This design comes from an exercise in tuning for small area, a short achievable clock period and few clock cycles on the open sky130 flow, not from production work.
The RTL was checked by simulation tests, not by an equivalence proof against the original design.
Power figures rest on the tool's default switching activity, not on a simulated workload.

File: config.mk
export PLATFORM = sky130hd
export DESIGN_NAME = frame_codec
export DESIGN_NICKNAME = frame_codec
export VERILOG_FILES = /design/flow/design.v
export SDC_FILE = /design/flow/constraint.sdc
export NUM_CORES = 4
export LEC_CHECK = 0
export ABC_AREA = 0
export CAP_MARGIN = 20
export CORE_MARGIN = 2
export CORE_UTILIZATION = 35
export PLACE_DENSITY = 0.55
export SETUP_SLACK_MARGIN = 3.0
export SLEW_MARGIN = 20
File: constraint.sdc
create_clock -name core_clock -period 8.0 [get_ports {clk}]
set_input_delay 1.6000 -clock core_clock [delete_from_list [all_inputs] [get_ports {clk}]]
set_output_delay 1.6000 -clock core_clock [all_outputs]
set_load 0.01 [all_outputs]
File: design.v
module frame_codec (
    input  wire        clk,
    input  wire        rst,        
    input  wire        ev_valid,
    input  wire [31:0] ev_word,
    output wire        ev_ready,
    input  wire [7:0]  rd_addr,
    output reg  [31:0] rd_data,
    output wire [7:0]  diag_cnt
);
    reg [191:0] cb;           
    reg [191:0] tb;           
    reg [15:0]  result;
    reg [10:0]  period;       
    reg         pcmd_a0;      
    reg         pcmd_05;      
    reg [2:0]   dcode;        
    reg [15:0]  diag_a;
    reg [15:0]  diag_b;
    reg [7:0]   diag_count;
    assign ev_ready = !rst;
    assign diag_cnt = diag_count;
    wire [7:0]  op  = ev_word[31:24];
    wire [7:0]  arg = ev_word[23:16];
    wire [15:0] dat = ev_word[15:0];
    wire form_n  = (ev_word[23:0] == 24'd0);
    wire form_b  = (ev_word[23:8] == 16'd0);
    wire form_ib = (ev_word[15:8] == 8'd0);
    wire form_h  = (ev_word[23:16] == 8'd0);
    wire form_s  = (ev_word[15:0] == 16'd0);
    reg       fld_ok;
    reg [4:0] fld_off;
    reg       fld_wide;
    reg       fld_s8;
    always @* begin
        fld_ok   = 1'b1;
        fld_off  = 5'd0;
        fld_wide = 1'b0;
        fld_s8   = 1'b0;
        case (arg)
            8'h00: fld_off = 5'd0;
            8'h01: fld_off = 5'd1;
            8'h02: fld_off = 5'd2;
            8'h03: begin fld_off = 5'd3;  fld_s8 = 1'b1; end
            8'h04: begin fld_off = 5'd4;  fld_s8 = 1'b1; end
            8'h05: fld_off = 5'd5;
            8'h06: fld_off = 5'd6;
            8'h07: begin fld_off = 5'd7;  fld_wide = 1'b1; end
            8'h08: begin fld_off = 5'd9;  fld_wide = 1'b1; end
            8'h09: fld_off = 5'd11;
            8'h0A: fld_off = 5'd12;
            8'h0B: fld_off = 5'd13;
            8'h0C: begin fld_off = 5'd14; fld_s8 = 1'b1; end
            8'h0D: begin fld_off = 5'd15; fld_s8 = 1'b1; end
            8'h0E: fld_off = 5'd16;
            8'h0F: fld_off = 5'd17;
            8'h10: begin fld_off = 5'd18; fld_wide = 1'b1; end
            8'h11: begin fld_off = 5'd20; fld_wide = 1'b1; end
            8'h12: begin fld_off = 5'd22; fld_wide = 1'b1; end
            8'h20: fld_off = 5'd0;
            8'h21: fld_off = 5'd1;
            8'h22: fld_off = 5'd2;
            8'h23: fld_off = 5'd3;
            8'h24: begin fld_off = 5'd4;  fld_wide = 1'b1; end
            8'h25: begin fld_off = 5'd6;  fld_wide = 1'b1; end
            8'h26: begin fld_off = 5'd8;  fld_wide = 1'b1; end
            8'h27: begin fld_off = 5'd10; fld_wide = 1'b1; end
            8'h28: begin fld_off = 5'd12; fld_wide = 1'b1; end
            8'h29: begin fld_off = 5'd14; fld_wide = 1'b1; end
            8'h2A: fld_off = 5'd16;
            8'h2B: fld_off = 5'd17;
            8'h2C: fld_off = 5'd18;
            8'h2D: fld_off = 5'd19;
            8'h2E: fld_off = 5'd20;
            8'h2F: fld_off = 5'd21;
            8'h30: begin fld_off = 5'd22; fld_wide = 1'b1; end
            default: fld_ok = 1'b0;
        endcase
    end
    reg [23:0] fsel, asel;
    integer i;
    always @* begin
        for (i = 0; i < 24; i = i + 1) begin
            fsel[i] = (fld_off == i) || (fld_wide && (fld_off == i - 1));
            asel[i] = (arg[4:0] == i);
        end
    end
    wire hi_odd = fld_wide & fld_off[0];
    wire hi_even = fld_wide & !fld_off[0];
    wire is_tick    = (op == 8'h02);
    wire is_txdone  = (op == 8'h03);
    wire is_period  = (op == 8'h10);
    wire is_pcmd    = (op == 8'h11);
    wire is_tbwrite = (op == 8'h12);
    wire is_rxqpop  = (op == 8'h13);
    wire is_xcack   = (op == 8'h14);
    wire is_tbfromcb= (op == 8'h15);
    wire is_cbwrite = (op == 8'h20);
    wire is_cbload  = (op == 8'h21);
    wire is_crc     = (op == 8'h22);
    wire is_verify  = (op == 8'h23);
    wire is_setcrc  = (op == 8'h24);
    wire is_get     = (op == 8'h25);
    wire is_set     = (op == 8'h26);
    wire form_ok =
        ((is_tick | is_txdone | is_rxqpop | is_xcack | is_tbfromcb |
          is_crc | is_verify | is_setcrc) & form_n) |
        (is_period & form_h) |
        (is_pcmd & form_b) |
        ((is_tbwrite | is_cbwrite) & form_ib) |
        ((is_cbload | is_get) & form_s) |
        is_set;
    wire arg_ok =
        is_period ? ((dat >= 16'd300) && (dat <= 16'd1500)) :
        is_pcmd   ? ((dat[7:0] == 8'h00) || (dat[7:0] == 8'hA0) ||
                     (dat[7:0] == 8'h05)) :
        (is_tbwrite | is_cbwrite) ? (arg <= 8'd23) :
        is_cbload ? (arg <= 8'd5) :
        (is_get | is_set) ? fld_ok :
        1'b1;
    wire accept  = ev_valid;
    wire ill_op  = accept & !form_ok;
    wire ill_arg = accept & form_ok & !arg_ok;
    wire arg_lt24 = (arg[7:5] == 3'd0) && (arg[4:3] != 2'b11);
    wire do_txdone  = accept & is_txdone & form_n;
    wire do_period  = accept & is_period & form_h & (dat >= 16'd300) & (dat <= 16'd1500);
    wire do_pcmd    = accept & is_pcmd & form_b & ((dat[7:0] == 8'h00) | (dat[7:0] == 8'hA0) |
                                                   (dat[7:0] == 8'h05));
    wire do_tbwrite = accept & is_tbwrite & form_ib & arg_lt24;
    wire do_rxqpop  = accept & is_rxqpop & form_n;
    wire do_tbfromcb= accept & is_tbfromcb & form_n;
    wire do_cbwrite = accept & is_cbwrite & form_ib & arg_lt24;
    wire do_load    = accept & is_cbload & form_s & (arg == 8'd0);
    wire do_srcempty= accept & is_cbload & form_s & (arg != 8'd0) & (arg <= 8'd5);
    wire do_crc     = accept & is_crc & form_n;
    wire do_verify  = accept & is_verify & form_n;
    wire do_setcrc  = accept & is_setcrc & form_n;
    wire do_get     = accept & is_get & form_s & fld_ok;
    wire do_set     = accept & is_set & fld_ok;
    wire [175:0] cbv = cb[175:0];
    wire [15:0]  crc;
    wire x176 = cbv[78] ^ cbv[79];
    wire x177 = cbv[80] ^ cbv[81];
    wire x178 = cbv[82] ^ cbv[83];
    wire x179 = cbv[84] ^ cbv[85];
    wire x180 = cbv[22] ^ cbv[23];
    wire x181 = cbv[76] ^ cbv[77];
    wire x182 = cbv[24] ^ cbv[25];
    wire x183 = cbv[12] ^ cbv[20];
    wire x184 = cbv[13] ^ cbv[21];
    wire x185 = cbv[14] ^ cbv[74];
    wire x186 = cbv[15] ^ x176;
    wire x187 = cbv[75] ^ x181;
    wire x188 = cbv[17] ^ x177;
    wire x189 = x178 ^ x179;
    wire x190 = cbv[87] ^ cbv[89];
    wire x191 = cbv[2] ^ cbv[28];
    wire x192 = cbv[16] ^ cbv[136];
    wire x193 = cbv[3] ^ cbv[29];
    wire x194 = cbv[0] ^ cbv[18];
    wire x195 = cbv[1] ^ cbv[33];
    wire x196 = cbv[19] ^ cbv[27];
    wire x197 = cbv[30] ^ cbv[142];
    wire x198 = cbv[31] ^ cbv[143];
    wire x199 = cbv[32] ^ cbv[88];
    wire x200 = cbv[37] ^ x180;
    wire x201 = cbv[72] ^ x183;
    wire x202 = cbv[73] ^ x184;
    wire x203 = cbv[134] ^ x185;
    wire x204 = cbv[39] ^ x182;
    wire x205 = cbv[144] ^ x199;
    wire x206 = cbv[135] ^ x186;
    wire x207 = cbv[137] ^ x188;
    wire x208 = cbv[141] ^ x189;
    wire x209 = cbv[42] ^ cbv[50];
    wire x210 = cbv[43] ^ cbv[51];
    wire x211 = cbv[102] ^ cbv[132];
    wire x212 = cbv[36] ^ cbv[44];
    wire x213 = cbv[92] ^ cbv[94];
    wire x214 = cbv[7] ^ cbv[11];
    wire x215 = cbv[45] ^ cbv[53];
    wire x216 = cbv[93] ^ cbv[95];
    wire x217 = cbv[26] ^ cbv[54];
    wire x218 = cbv[38] ^ cbv[46];
    wire x219 = cbv[47] ^ cbv[55];
    wire x220 = cbv[138] ^ cbv[139];
    wire x221 = cbv[40] ^ cbv[48];
    wire x222 = cbv[96] ^ cbv[98];
    wire x223 = cbv[41] ^ cbv[49];
    wire x224 = cbv[97] ^ cbv[99];
    wire x225 = cbv[4] ^ cbv[86];
    wire x226 = cbv[112] ^ x194;
    wire x227 = cbv[140] ^ x191;
    wire x228 = cbv[113] ^ x195;
    wire x229 = x197 ^ x198;
    wire x230 = cbv[145] ^ x190;
    wire x231 = cbv[133] ^ x187;
    wire x232 = x201 ^ x209;
    wire x233 = x202 ^ x231;
    wire x234 = x203 ^ x206;
    wire x235 = x192 ^ x207;
    wire x236 = x193 ^ x208;
    wire x237 = cbv[5] ^ cbv[9];
    wire x238 = cbv[35] ^ cbv[91];
    wire x239 = cbv[103] ^ cbv[107];
    wire x240 = cbv[106] ^ cbv[121];
    wire x241 = cbv[6] ^ cbv[10];
    wire x242 = cbv[52] ^ cbv[66];
    wire x243 = cbv[90] ^ cbv[118];
    wire x244 = cbv[104] ^ cbv[108];
    wire x245 = cbv[105] ^ cbv[119];
    wire x246 = cbv[109] ^ cbv[123];
    wire x247 = cbv[8] ^ cbv[68];
    wire x248 = cbv[110] ^ cbv[124];
    wire x249 = cbv[111] ^ cbv[125];
    wire x250 = cbv[26] ^ cbv[56];
    wire x251 = cbv[34] ^ cbv[62];
    wire x252 = cbv[100] ^ cbv[114];
    wire x253 = cbv[101] ^ cbv[115];
    wire x254 = cbv[65] ^ x210;
    wire x255 = cbv[147] ^ x238;
    wire x256 = cbv[162] ^ x211;
    wire x257 = cbv[163] ^ x239;
    wire x258 = cbv[122] ^ x213;
    wire x259 = cbv[164] ^ x244;
    wire x260 = x212 ^ x242;
    wire x261 = cbv[67] ^ x215;
    wire x262 = cbv[151] ^ x216;
    wire x263 = x218 ^ x247;
    wire x264 = cbv[69] ^ x219;
    wire x265 = cbv[153] ^ x220;
    wire x266 = cbv[70] ^ x221;
    wire x267 = cbv[126] ^ x222;
    wire x268 = cbv[63] ^ x223;
    wire x269 = cbv[127] ^ x224;
    wire x270 = cbv[128] ^ x252;
    wire x271 = cbv[116] ^ x225;
    wire x272 = cbv[149] ^ x200;
    wire x273 = x204 ^ x261;
    wire x274 = cbv[154] ^ x227;
    wire x275 = cbv[168] ^ x226;
    wire x276 = x228 ^ x269;
    wire x277 = cbv[157] ^ x229;
    wire x278 = cbv[158] ^ x205;
    wire x279 = x232 ^ x256;
    wire x280 = x234 ^ x257;
    wire x281 = cbv[165] ^ x235;
    wire x282 = cbv[155] ^ x236;
    wire x283 = cbv[1] ^ cbv[29];
    wire x284 = cbv[30] ^ cbv[150];
    wire x285 = cbv[88] ^ cbv[148];
    wire x286 = cbv[31] ^ cbv[91];
    wire x287 = cbv[32] ^ cbv[152];
    wire x288 = cbv[90] ^ cbv[105];
    wire x289 = cbv[106] ^ cbv[120];
    wire x290 = cbv[107] ^ cbv[167];
    wire x291 = cbv[20] ^ cbv[108];
    wire x292 = cbv[21] ^ cbv[57];
    wire x293 = cbv[28] ^ cbv[71];
    wire x294 = cbv[8] ^ cbv[22];
    wire x295 = cbv[34] ^ cbv[64];
    wire x296 = cbv[58] ^ cbv[170];
    wire x297 = cbv[156] ^ cbv[169];
    wire x298 = cbv[59] ^ cbv[87];
    wire x299 = cbv[86] ^ cbv[114];
    wire x300 = cbv[129] ^ cbv[171];
    wire x301 = cbv[60] ^ cbv[172];
    wire x302 = cbv[100] ^ cbv[130];
    wire x303 = cbv[0] ^ cbv[19];
    wire x304 = cbv[5] ^ cbv[61];
    wire x305 = cbv[101] ^ cbv[131];
    wire x306 = cbv[103] ^ cbv[159];
    wire x307 = cbv[117] ^ cbv[173];
    wire x308 = cbv[2] ^ cbv[6];
    wire x309 = cbv[76] ^ cbv[160];
    wire x310 = cbv[146] ^ cbv[174];
    wire x311 = cbv[3] ^ cbv[33];
    wire x312 = cbv[9] ^ cbv[175];
    wire x313 = x237 ^ x240;
    wire x314 = cbv[24] ^ x180;
    wire x315 = cbv[52] ^ x214;
    wire x316 = cbv[89] ^ x246;
    wire x317 = cbv[23] ^ x182;
    wire x318 = cbv[109] ^ x248;
    wire x319 = cbv[166] ^ x217;
    wire x320 = x288 ^ x289;
    wire x321 = cbv[18] ^ x196;
    wire x322 = cbv[110] ^ x249;
    wire x323 = x176 ^ x178;
    wire x324 = cbv[77] ^ x251;
    wire x325 = cbv[111] ^ x241;
    wire x326 = x196 ^ x250;
    wire x327 = x177 ^ x292;
    wire x328 = x294 ^ x295;
    wire x329 = x253 ^ x299;
    wire x330 = x303 ^ x305;
    wire x331 = x304 ^ x307;
    wire x332 = x179 ^ x217;
    wire x333 = x243 ^ x308;
    wire x334 = cbv[161] ^ x245;
    wire x335 = cbv[27] ^ x255;
    wire x336 = x258 ^ x259;
    wire x337 = x260 ^ x314;
    wire x338 = x262 ^ x286;
    wire x339 = x263 ^ x317;
    wire x340 = x204 ^ x264;
    wire x341 = x290 ^ x323;
    wire x342 = cbv[25] ^ x266;
    wire x343 = x267 ^ x325;
    wire x344 = x291 ^ x326;
    wire x345 = x214 ^ x268;
    wire x346 = cbv[16] ^ x270;
    wire x347 = x254 ^ x300;
    wire x348 = x271 ^ x301;
    wire x349 = x205 ^ x230;
    wire x350 = cbv[104] ^ x230;
    wire x351 = x310 ^ x332;
    wire x352 = x311 ^ x334;
    wire x353 = x272 ^ x273;
    wire x354 = x274 ^ x275;
    wire x355 = x265 ^ x276;
    wire x356 = x200 ^ x277;
    wire x357 = cbv[115] ^ x278;
    wire x358 = x306 ^ x349;
    wire x359 = x333 ^ x351;
    wire x360 = x233 ^ x279;
    wire x361 = x316 ^ x353;
    wire x362 = x280 ^ x336;
    wire x363 = x187 ^ x281;
    wire x364 = cbv[35] ^ x282;
    wire x365 = cbv[57] ^ cbv[93];
    wire x366 = cbv[117] ^ x190;
    wire x367 = x283 ^ x365;
    wire x368 = x254 ^ x313;
    wire x369 = x366 ^ x367;
    wire x370 = x272 ^ x335;
    wire x371 = x368 ^ x369;
    wire x372 = x370 ^ x371;
    wire x373 = x280 ^ x360;
    wire x374 = x372 ^ x373;
    wire x375 = cbv[38] ^ cbv[58];
    wire x376 = cbv[80] ^ x191;
    wire x377 = x192 ^ x210;
    wire x378 = x241 ^ x243;
    wire x379 = x284 ^ x285;
    wire x380 = x375 ^ x376;
    wire x381 = x377 ^ x378;
    wire x382 = x379 ^ x337;
    wire x383 = x380 ^ x381;
    wire x384 = x233 ^ x382;
    wire x385 = x383 ^ x384;
    wire x386 = x362 ^ x385;
    wire x387 = cbv[44] ^ cbv[59];
    wire x388 = x193 ^ x245;
    wire x389 = x387 ^ x259;
    wire x390 = x315 ^ x388;
    wire x391 = x338 ^ x389;
    wire x392 = x390 ^ x234;
    wire x393 = x391 ^ x361;
    wire x394 = x392 ^ x363;
    wire x395 = x393 ^ x394;
    wire x396 = cbv[4] ^ cbv[12];
    wire x397 = cbv[40] ^ cbv[60];
    wire x398 = cbv[82] ^ cbv[96];
    wire x399 = cbv[138] ^ x194;
    wire x400 = x213 ^ x215;
    wire x401 = x284 ^ x287;
    wire x402 = x396 ^ x397;
    wire x403 = x398 ^ x318;
    wire x404 = x319 ^ x320;
    wire x405 = x399 ^ x400;
    wire x406 = x401 ^ x402;
    wire x407 = x206 ^ x339;
    wire x408 = x403 ^ x404;
    wire x409 = x405 ^ x406;
    wire x410 = x407 ^ x408;
    wire x411 = x409 ^ x410;
    wire x412 = x363 ^ x411;
    wire x413 = cbv[13] ^ cbv[41];
    wire x414 = cbv[46] ^ cbv[61];
    wire x415 = cbv[97] ^ x181;
    wire x416 = x195 ^ x413;
    wire x417 = x414 ^ x265;
    wire x418 = x313 ^ x319;
    wire x419 = x321 ^ x322;
    wire x420 = x415 ^ x416;
    wire x421 = x338 ^ x340;
    wire x422 = x341 ^ x417;
    wire x423 = x418 ^ x419;
    wire x424 = x420 ^ x235;
    wire x425 = x421 ^ x422;
    wire x426 = x423 ^ x424;
    wire x427 = x425 ^ x426;
    wire x428 = cbv[14] ^ cbv[42];
    wire x429 = cbv[84] ^ x219;
    wire x430 = x220 ^ x287;
    wire x431 = x428 ^ x258;
    wire x432 = x324 ^ x429;
    wire x433 = x430 ^ x207;
    wire x434 = x341 ^ x342;
    wire x435 = x343 ^ x344;
    wire x436 = x431 ^ x432;
    wire x437 = x354 ^ x433;
    wire x438 = x434 ^ x435;
    wire x439 = x436 ^ x437;
    wire x440 = x438 ^ x439;
    wire x441 = cbv[43] ^ cbv[48];
    wire x442 = cbv[140] ^ cbv[169];
    wire x443 = x216 ^ x246;
    wire x444 = x293 ^ x441;
    wire x445 = x442 ^ x186;
    wire x446 = x327 ^ x443;
    wire x447 = x444 ^ x275;
    wire x448 = x344 ^ x345;
    wire x449 = x445 ^ x446;
    wire x450 = x355 ^ x447;
    wire x451 = x448 ^ x449;
    wire x452 = x450 ^ x451;
    wire x453 = x364 ^ x452;
    wire x454 = cbv[49] ^ cbv[79];
    wire x455 = cbv[94] ^ cbv[113];
    wire x456 = cbv[139] ^ x196;
    wire x457 = x197 ^ x212;
    wire x458 = x222 ^ x225;
    wire x459 = x283 ^ x296;
    wire x460 = x297 ^ x454;
    wire x461 = x455 ^ x318;
    wire x462 = x327 ^ x328;
    wire x463 = x456 ^ x457;
    wire x464 = x458 ^ x459;
    wire x465 = x460 ^ x208;
    wire x466 = x232 ^ x274;
    wire x467 = x346 ^ x461;
    wire x468 = x462 ^ x463;
    wire x469 = x464 ^ x465;
    wire x470 = x466 ^ x467;
    wire x471 = x468 ^ x469;
    wire x472 = x470 ^ x471;
    wire x473 = cbv[20] ^ cbv[45];
    wire x474 = cbv[50] ^ cbv[95];
    wire x475 = x224 ^ x237;
    wire x476 = x296 ^ x298;
    wire x477 = x473 ^ x474;
    wire x478 = x188 ^ x202;
    wire x479 = x227 ^ x322;
    wire x480 = x329 ^ x475;
    wire x481 = x476 ^ x477;
    wire x482 = x347 ^ x478;
    wire x483 = x479 ^ x480;
    wire x484 = x481 ^ x356;
    wire x485 = x482 ^ x483;
    wire x486 = x484 ^ x485;
    wire x487 = x364 ^ x486;
    wire x488 = cbv[21] ^ cbv[51];
    wire x489 = cbv[81] ^ cbv[102];
    wire x490 = cbv[156] ^ cbv[171];
    wire x491 = x185 ^ x218;
    wire x492 = x298 ^ x302;
    wire x493 = x488 ^ x489;
    wire x494 = x490 ^ x226;
    wire x495 = x229 ^ x491;
    wire x496 = x492 ^ x493;
    wire x497 = x337 ^ x343;
    wire x498 = x348 ^ x494;
    wire x499 = x495 ^ x496;
    wire x500 = x236 ^ x357;
    wire x501 = x497 ^ x498;
    wire x502 = x499 ^ x500;
    wire x503 = x501 ^ x502;
    wire x504 = cbv[15] ^ cbv[47];
    wire x505 = cbv[75] ^ cbv[112];
    wire x506 = x504 ^ x505;
    wire x507 = x189 ^ x315;
    wire x508 = x330 ^ x331;
    wire x509 = x506 ^ x273;
    wire x510 = x276 ^ x348;
    wire x511 = x507 ^ x508;
    wire x512 = x356 ^ x358;
    wire x513 = x509 ^ x510;
    wire x514 = x511 ^ x512;
    wire x515 = x513 ^ x514;
    wire x516 = cbv[53] ^ cbv[83];
    wire x517 = cbv[86] ^ cbv[98];
    wire x518 = x183 ^ x198;
    wire x519 = x211 ^ x221;
    wire x520 = x251 ^ x309;
    wire x521 = x516 ^ x517;
    wire x522 = x228 ^ x331;
    wire x523 = x518 ^ x519;
    wire x524 = x520 ^ x521;
    wire x525 = x278 ^ x339;
    wire x526 = x346 ^ x350;
    wire x527 = x522 ^ x523;
    wire x528 = x524 ^ x359;
    wire x529 = x525 ^ x526;
    wire x530 = x527 ^ x528;
    wire x531 = x529 ^ x530;
    wire x532 = cbv[7] ^ cbv[17];
    wire x533 = cbv[99] ^ cbv[129];
    wire x534 = cbv[133] ^ x184;
    wire x535 = x312 ^ x532;
    wire x536 = x533 ^ x268;
    wire x537 = x324 ^ x329;
    wire x538 = x534 ^ x535;
    wire x539 = x335 ^ x340;
    wire x540 = x352 ^ x536;
    wire x541 = x537 ^ x538;
    wire x542 = x358 ^ x359;
    wire x543 = x539 ^ x540;
    wire x544 = x541 ^ x542;
    wire x545 = x543 ^ x544;
    wire x546 = cbv[10] ^ cbv[54];
    wire x547 = cbv[64] ^ cbv[120];
    wire x548 = cbv[130] ^ cbv[145];
    wire x549 = cbv[148] ^ cbv[150];
    wire x550 = cbv[152] ^ cbv[159];
    wire x551 = cbv[166] ^ cbv[167];
    wire x552 = cbv[170] ^ cbv[172];
    wire x553 = cbv[173] ^ cbv[174];
    wire x554 = x240 ^ x248;
    wire x555 = x249 ^ x297;
    wire x556 = x309 ^ x312;
    wire x557 = x546 ^ x547;
    wire x558 = x548 ^ x549;
    wire x559 = x550 ^ x551;
    wire x560 = x552 ^ x553;
    wire x561 = x260 ^ x262;
    wire x562 = x263 ^ x264;
    wire x563 = x266 ^ x267;
    wire x564 = x270 ^ x554;
    wire x565 = x555 ^ x556;
    wire x566 = x557 ^ x558;
    wire x567 = x559 ^ x560;
    wire x568 = x277 ^ x347;
    wire x569 = x561 ^ x562;
    wire x570 = x563 ^ x564;
    wire x571 = x565 ^ x566;
    wire x572 = x567 ^ x279;
    wire x573 = x354 ^ x355;
    wire x574 = x357 ^ x568;
    wire x575 = x569 ^ x570;
    wire x576 = x571 ^ x281;
    wire x577 = x282 ^ x361;
    wire x578 = x572 ^ x573;
    wire x579 = x574 ^ x575;
    wire x580 = x362 ^ x576;
    wire x581 = x577 ^ x578;
    wire x582 = x579 ^ x580;
    wire x583 = x581 ^ x582;
    wire x584 = cbv[11] ^ cbv[36];
    wire x585 = cbv[78] ^ cbv[92];
    wire x586 = cbv[146] ^ cbv[161];
    wire x587 = x223 ^ x250;
    wire x588 = x285 ^ x293;
    wire x589 = x584 ^ x585;
    wire x590 = x586 ^ x203;
    wire x591 = x271 ^ x320;
    wire x592 = x328 ^ x330;
    wire x593 = x587 ^ x588;
    wire x594 = x589 ^ x590;
    wire x595 = x591 ^ x592;
    wire x596 = x593 ^ x594;
    wire x597 = x595 ^ x360;
    wire x598 = x596 ^ x597;
    wire x599 = cbv[10] ^ cbv[55];
    wire x600 = cbv[71] ^ cbv[74];
    wire x601 = cbv[85] ^ cbv[131];
    wire x602 = cbv[132] ^ cbv[160];
    wire x603 = cbv[175] ^ x253;
    wire x604 = x302 ^ x599;
    wire x605 = x600 ^ x601;
    wire x606 = x602 ^ x201;
    wire x607 = x255 ^ x321;
    wire x608 = x603 ^ x604;
    wire x609 = x605 ^ x342;
    wire x610 = x345 ^ x350;
    wire x611 = x352 ^ x606;
    wire x612 = x607 ^ x608;
    wire x613 = x233 ^ x609;
    wire x614 = x610 ^ x611;
    wire x615 = x612 ^ x613;
    wire x616 = x614 ^ x615;
    wire x10176 = x583 ^ x598;
    wire x10177 = x583 ^ x616;
    assign crc[0] = ~x10176;
    assign crc[1] = ~x374;
    assign crc[2] = x386;
    assign crc[3] = ~x395;
    assign crc[4] = ~x412;
    assign crc[5] = x427;
    assign crc[6] = ~x440;
    assign crc[7] = x453;
    assign crc[8] = ~x472;
    assign crc[9] = ~x487;
    assign crc[10] = x503;
    assign crc[11] = ~x515;
    assign crc[12] = x531;
    assign crc[13] = x545;
    assign crc[14] = x10177;
    assign crc[15] = x583;
    wire crc_match = (crc == {cb[8*22 +: 8], cb[8*23 +: 8]});
    reg [7:0] get_ev, get_od;
    always @* begin
        get_ev = 8'd0;
        get_od = 8'd0;
        for (i = 0; i < 24; i = i + 2) begin
            get_ev = get_ev | ({8{fsel[i]}} & cb[8*i +: 8]);
            get_od = get_od | ({8{fsel[i+1]}} & cb[8*(i+1) +: 8]);
        end
    end
    wire [7:0] get_lo = (fld_off[0] ^ fld_wide) ? get_od : get_ev;
    wire [7:0] get_hi = hi_even ? get_ev :
                        hi_odd  ? get_od :
                        fld_s8  ? {8{get_lo[7]}} : 8'd0;
    wire       wide_set = is_set & fld_wide;
    wire [7:0] lane_ev = is_setcrc ? crc[15:8] :
                         (wide_set & !fld_off[0]) ? dat[15:8] : dat[7:0];
    wire [7:0] lane_od = is_setcrc ? crc[7:0] :
                         (wide_set & fld_off[0]) ? dat[15:8] : dat[7:0];
    reg [191:0] cb_d, tb_d;
    reg         s_tb, s_ln, s_q;
    reg         t_cb, t_lo, t_q;
    always @* begin
        for (i = 0; i < 24; i = i + 1) begin
            s_tb = !rst & do_load;
            s_ln = !rst & ((do_cbwrite & asel[i]) | (do_set & fsel[i]) |
                           (do_setcrc & (i >= 22)));
            s_q  = !rst & !do_load & !((do_cbwrite & asel[i]) | (do_set & fsel[i]) |
                                       (do_setcrc & (i >= 22)));
            cb_d[8*i +: 8] = ({8{s_tb}} & tb[8*i +: 8]) |
                             ({8{s_ln}} & ((i % 2) ? lane_od : lane_ev)) |
                             ({8{s_q}} & cb[8*i +: 8]);
            t_cb = !rst & do_tbfromcb;
            t_lo = !rst & do_tbwrite & asel[i];
            t_q  = !rst & !do_tbfromcb & !(do_tbwrite & asel[i]);
            tb_d[8*i +: 8] = ({8{t_cb}} & cb[8*i +: 8]) |
                             ({8{t_lo}} & dat[7:0]) |
                             ({8{t_q}} & tb[8*i +: 8]);
        end
    end
    always @(posedge clk) begin
        cb <= cb_d;
        tb <= tb_d;
    end
    always @(posedge clk) begin
        if (rst) begin
            result     <= 16'd0;
            period     <= 11'd1000;
            pcmd_a0    <= 1'b0;
            pcmd_05    <= 1'b0;
            dcode      <= 3'd7;
            diag_a     <= 16'd0;
            diag_b     <= 16'd0;
            diag_count <= 8'd0;
        end else begin
            if (do_get)
                result <= {get_hi, get_lo};
            else if (do_crc)
                result <= crc;
            else if (do_verify)
                result <= {15'd0, crc_match};
            if (do_period)
                period <= dat[10:0];
            if (do_pcmd) begin
                pcmd_a0 <= dat[7];
                pcmd_05 <= dat[0];
            end
            if (ill_op | ill_arg | do_txdone | do_rxqpop | do_srcempty) begin
                dcode      <= ill_op    ? 3'd0 :
                              ill_arg   ? 3'd1 :
                              do_txdone ? 3'd2 :
                              do_rxqpop ? 3'd3 : 3'd4;
                diag_a     <= {(ill_op | ill_arg) ? op : 8'd0, arg};
                diag_b     <= dat;
                diag_count <= diag_count + 8'd1;
            end
        end
    end
    wire [7:0] dcode_val = (dcode == 3'd7) ? 8'd0 : {5'b00110, dcode};
    wire [7:0] pcmd_val  = {pcmd_a0, 1'b0, pcmd_a0, 2'b00, pcmd_05, 1'b0, pcmd_05};
    wire [3:0] a10 = 4'b0001 << rd_addr[1:0];
    wire [7:0] a42 = 8'b00000001 << rd_addr[4:2];
    wire       in_tb = (rd_addr[7:5] == 3'b010);
    wire       in_cb = (rd_addr[7:5] == 3'b011);
    wire       in_rg = (rd_addr[7:3] == 5'b00000);
    reg  [7:0] rd_tb, rd_cb, rd_rg;
    reg  [7:0] rd_hi;
    always @* begin
        rd_tb = 8'd0;
        rd_cb = 8'd0;
        for (i = 0; i < 24; i = i + 1) begin
            rd_tb = rd_tb | ({8{a42[i/4] & a10[i%4]}} & tb[8*i +: 8]);
            rd_cb = rd_cb | ({8{a42[i/4] & a10[i%4]}} & cb[8*i +: 8]);
        end
        rd_rg = ({8{a42[0] & a10[1]}} & period[7:0])
              | ({8{a42[0] & a10[2]}} & pcmd_val)
              | ({8{a42[0] & a10[3]}} & result[7:0])
              | ({8{a42[1] & a10[0]}} & dcode_val)
              | ({8{a42[1] & a10[1]}} & diag_a[7:0])
              | ({8{a42[1] & a10[2]}} & diag_b[7:0]);
        rd_hi = ({8{a42[0] & a10[1]}} & {5'd0, period[10:8]})
              | ({8{a42[0] & a10[3]}} & result[15:8])
              | ({8{a42[1] & a10[1]}} & diag_a[15:8])
              | ({8{a42[1] & a10[2]}} & diag_b[15:8]);
        rd_data = {16'd0, {8{in_rg}} & rd_hi,
                   ({8{in_tb}} & rd_tb) | ({8{in_cb}} & rd_cb) | ({8{in_rg}} & rd_rg)};
    end
endmodule
File: run.sh
#!/bin/bash
# synth_recipe.tcl (not shown) runs the flow's synth.tcl, then flattens the netlist and writes it again
# the make line also repeats each setting of config.mk as NAME=value (left out here)
make -C /OpenROAD-flow-scripts/flow DESIGN_CONFIG=/design/flow/config.mk WORK_HOME=/design/flow/orfs CLKGATE_MAP_FILE= SYNTH_SCRIPT=/design/flow/synth_recipe.tcl finish
==> summary.txt <==
[worst min-delay path by stage]
stage          startpoint  cells past startpoint         to  slack, ps
2_1_floorplan   result[3]                      2  result[3]        440
6_report        period[9]                      2  period[9]        490
3_5_place_dp    result[3]                      2  result[3]        460
3_3_place_gp    result[3]                      2  result[3]        450
4_1_cts         period[9]                      2  period[9]        490
5_1_grt         period[5]                      2  period[5]        520
[worst max-delay path: stages]
cell	delay [ps]
buf_8	100
or2_4	330
buf_12	160
nor2_4	250
buf_12	190
a22o_1	140
a221o_2	210
a21oi_1	60
o22a_1	250
o21ai_0	160
buf_2	210
[per-layer routing]
layer / global-route usage (%) / up-vias / part of all wire [%]
met2: 66.9 / 2941 / 40
li1: - / 12100 / -
met5: 0 / - / 0.087
met3: 16.8 / 862 / 14
met1: 56.9 / 15200 / 36
met4: 42.7 / 12 / 11
[what timing repair did]
action                                  CTS  global route
hold endpoints to repair                  0             0
endpoints found under the setup margin  454           310
pin swaps                                39            50
gates resized for setup                 288           104
buffers inserted                         75            30
gates cloned                              3             4
[kinds of logic (layout without fill, tap and decap cells)]
| logic type | count (synthesis) | in the layout |
|---|---|---|
| fa+ha+maj | 14 | 14 |
| flops | 456 | 456 |
| simple gates | 590 | 591 |
| compound gates | 1020 | 1020 |
| other cells | 1 | 27 |
| xor+xnor | 397 | 397 |
| mux | 68 | 68 |
| buf+inv | 626 | 715 |
[flip-flops by register name, summed over array words and instances, names as in the netlist]
name and count:
dcode 3, result 16, tb 192, diag_a 16, cb 192, diag_count 8
pcmd_05 1, diag_b 16, period 11, pcmd_a0 1
[cells in the final DEF (no fill, tap or decap), types with 15 or more instances in the layout]
| cell | count |
|---|---|
| dfxtp_1 | 456 |
| inv_1 | 266 |
| a222oi_1 | 263 |
| xnor2_1 | 258 |
| a22oi_1 | 242 |
| buf_4 | 222 |
| nor2_1 | 134 |
| o21ai_0 | 121 |
| nand2_1 | 86 |
| nand3_1 | 68 |
| xor2_1 | 65 |
| xnor3_1 | 62 |
| a21oi_1 | 60 |
| mux2i_1 | 60 |
| a221o_1 | 59 |
| clkbuf_16 | 55 |
| nor3_1 | 53 |
| a22o_1 | 38 |
| and2_1 | 34 |
| nor2b_1 | 32 |
| nand4_1 | 29 |
| clkdlybuf4s50_1 | 28 |
| buf_6 | 27 |
| buf_2 | 27 |
| a221oi_1 | 24 |
| buf_12 | 22 |
| a22oi_2 | 19 |
| nor2_4 | 18 |
| nor3_2 | 16 |
| a31oi_1 | 16 |
| a221oi_2 | 16 |
| conb_1 | 16 |
| clkbuf_1 | 15 |
[power by group]
part | leakage (nW) | internal [mW] | switching [mW]
clock network | 0.852 | 1.40 | 1.06
logic | 9.72 | 0.124 | 0.355
registers | 3.68 | 2.28 | 0.0156
[cell type report]
| cell class | instances | area, sq um |
|---|---|---|
| multi-input combinational | 2106 | 17700 |
| tap | 1050 | 1310 |
| antenna | 11 | 27.5 |
| clock inverter | 20 | 256 |
| timing repair buffer | 349 | 3140 |
| inverter | 270 | 1020 |
| fill | 7895 | 45100 |
| sequential | 456 | 9130 |
| clock buffer | 76 | 1490 |
==> key figures <==
Status
  – Status: timing/DRC/antenna clean

Synth
  – Yosys top cell area share: about a third
  – Post-synthesis mux area share: 2.50%
  – Compound-Gate Fraction of Synth Area: 29.1%
  – Synthesized flop and latch total: ~460
  – Ys flop type: dfxtp_1
  – Synth cell types: 80
  – Largest family of logic cells by synthesized area: compound AO/OA/AOI/OAI gates
  – Top-count cell post-synth: dfxtp_1
  – Synth Area in XOR/XNOR: ~16%
  – Simple-Gate Fraction of Synth Area: between 10% and 20%
  – EDFF count, synth: 0
  – Post-Syn Instances: ~3200
  – Syn Area/Cell: 8.84 sq um
  – Async S/R FF share, synth: 0%
  – Synthesized area: about 0.028 sq mm
  – Seq/Total Area, Yosys: roughly 33%
  – Commonest cells post-synth: 456 x dfxtp_1, 282 x clkbuf_1, 270 x inv_1, 263 x a222oi_1, 261 x a22oi_1
  – Synth top area cells: dfxtp_1 33%, a222oi_1 9.4%, xnor2_1 8.1%
  – Adder-Cell Fraction of Synth Area: 0.625%
  – Yosys top cell by area: dfxtp_1
  – Synth Warn #: 1

Setup path
  – WS Path Type: input pin to output port
  – Worst reg2reg path endpoint: cb[183]
  – R2R Setup Slk: ~3300 ps
  – Worst r2r path cells: 9
  – Critical Path AT: 3670 ps
  – CP max FO: 9
  – Required time worst endpoint: between 6000 and 7000 ps
  – Crit path to: rd_data[1]
  – Worst setup SP type: input pin
  – Launch point of the critical path: rd_addr[4]
  – CP endpoint kind: output port
  – Reg-to-Reg Start: cb[28]

Timing
  – Final setup fails: 0
  – RSZ-0062 raised after global routing: yes
  – Minimum clock period: roughly 5300 ps
  – Final Hold Fails: 0
  – Slew HR: between 10% and 20%
  – Max Slew Vio Count: 0
  – Hold slack: 487 ps
  – Clk_skew: roughly 31 ps
  – Setup tns final: 0 ps
  – Worst slew pin tran: around 1300 ps
  – Final WS setup: 2730 ps
  – Max frequency: between 0.15 and 0.2 GHz
  – Period utilisation layout: approximately 66%

Finish
  – Share of cells above drive strength 1: approximately a fifth
  – Utilization after layout: a little over two fifths
  – Final cell count without fillers: ~4300
  – Area delta synth->final: 21.4%
  – Fin area: approximately 0.034 sq mm
  – Final nets: ~3300

Worst hold path
  – Min-delay worst type: flop to flop

Drt
  – DR DRC count: 0
  – Via Count: ~31000
  – DR WL/cell: 47.1 um
  – DRT antenna net count: 0
  – Drt first pass iters: 11
  – Initial DRC Count: slightly above 6000
  – Via/cell ratio: ~7.2
  – Drt total wl: about 200000 um

Placement
  – Pre-CTS setup slack: about 1300 ps
  – Placed Area: approximately 0.03 sq mm
  – Port buffer count: 67
  – Placed Cells: about 4100
  – Hpwl dp: 151000 um
  – GP Congestion: 1.12

Global route
  – Vias in the first global route: 27900
  – Largest net degree at the start of global routing: around 150
  – Overflow after GRT: 0
  – First-pass GRT wire length: roughly 260000 um
  – Antenna violations before repair: 23
  – GR Util All Layers: between 40% and 50%

Pwr
  – Peak supply drop: 148 uV
  – Leakage power: ~14 nW
  – Power Total: 5.25 mW
  – Cell Pwr Density: 154 mW/mm^2

Floorplan
  – Site Rows: 103
  – Core Box Area: 0.0791 sq mm
  – Initial Util: between 30 and 40%
  – Top-Level Pins: 84
  – Die Y: ~290 um
  – Die Span X: ~290 um
  – Die Footprint: between 0.08 and 0.09 sq mm

CTS
  – TritonCTS Buffers: 53
  – Clk sink count: 456
  – Worst-case clock buffer depth: 3
  – Root Buffer: clkbuf_16
  – Skew-Pair Late Insertion Delay: about 650 ps
  – Hold_buf cts: 0
  – Worst-path clk slew: 60 ps
  – Htree depth: 2
  – CTS tree: yes

Job
  – Max-Cap Viols: 0
Testbench counts, summed over its fixed seeds: cycles 18,134.

port drivers added, routing unchanged:
Ports are ideal in the flow. The routed layout listed here was re-timed in OpenROAD.
Step 1 assumes that a clkbuf_16 drives the clock port and a buf_2 every other input.
Step 2 moves the port delays by t, midway between the first and last clock arrival at a register: inputs arrive t later, outputs are due t later. That takes back most of the time a late clock gives input paths.
a / b / c = no drivers / after step 1 / after step 2; a / b = the first two.
shift t [ns]: 0.706
setup WS [ns]: 2.730 / 2.687 / 2.295
hold slack, ns: 0.487 / 0.487 / 0.487
slew at the worst register clock pin (ns): 0.07 / 0.07
worst data-port slew with drivers (ns): 0.08
After both steps this run still meets setup and hold. For this run, drivers alone change the setup slack by -0.043 ns; drivers and shift together by -0.435 ns.
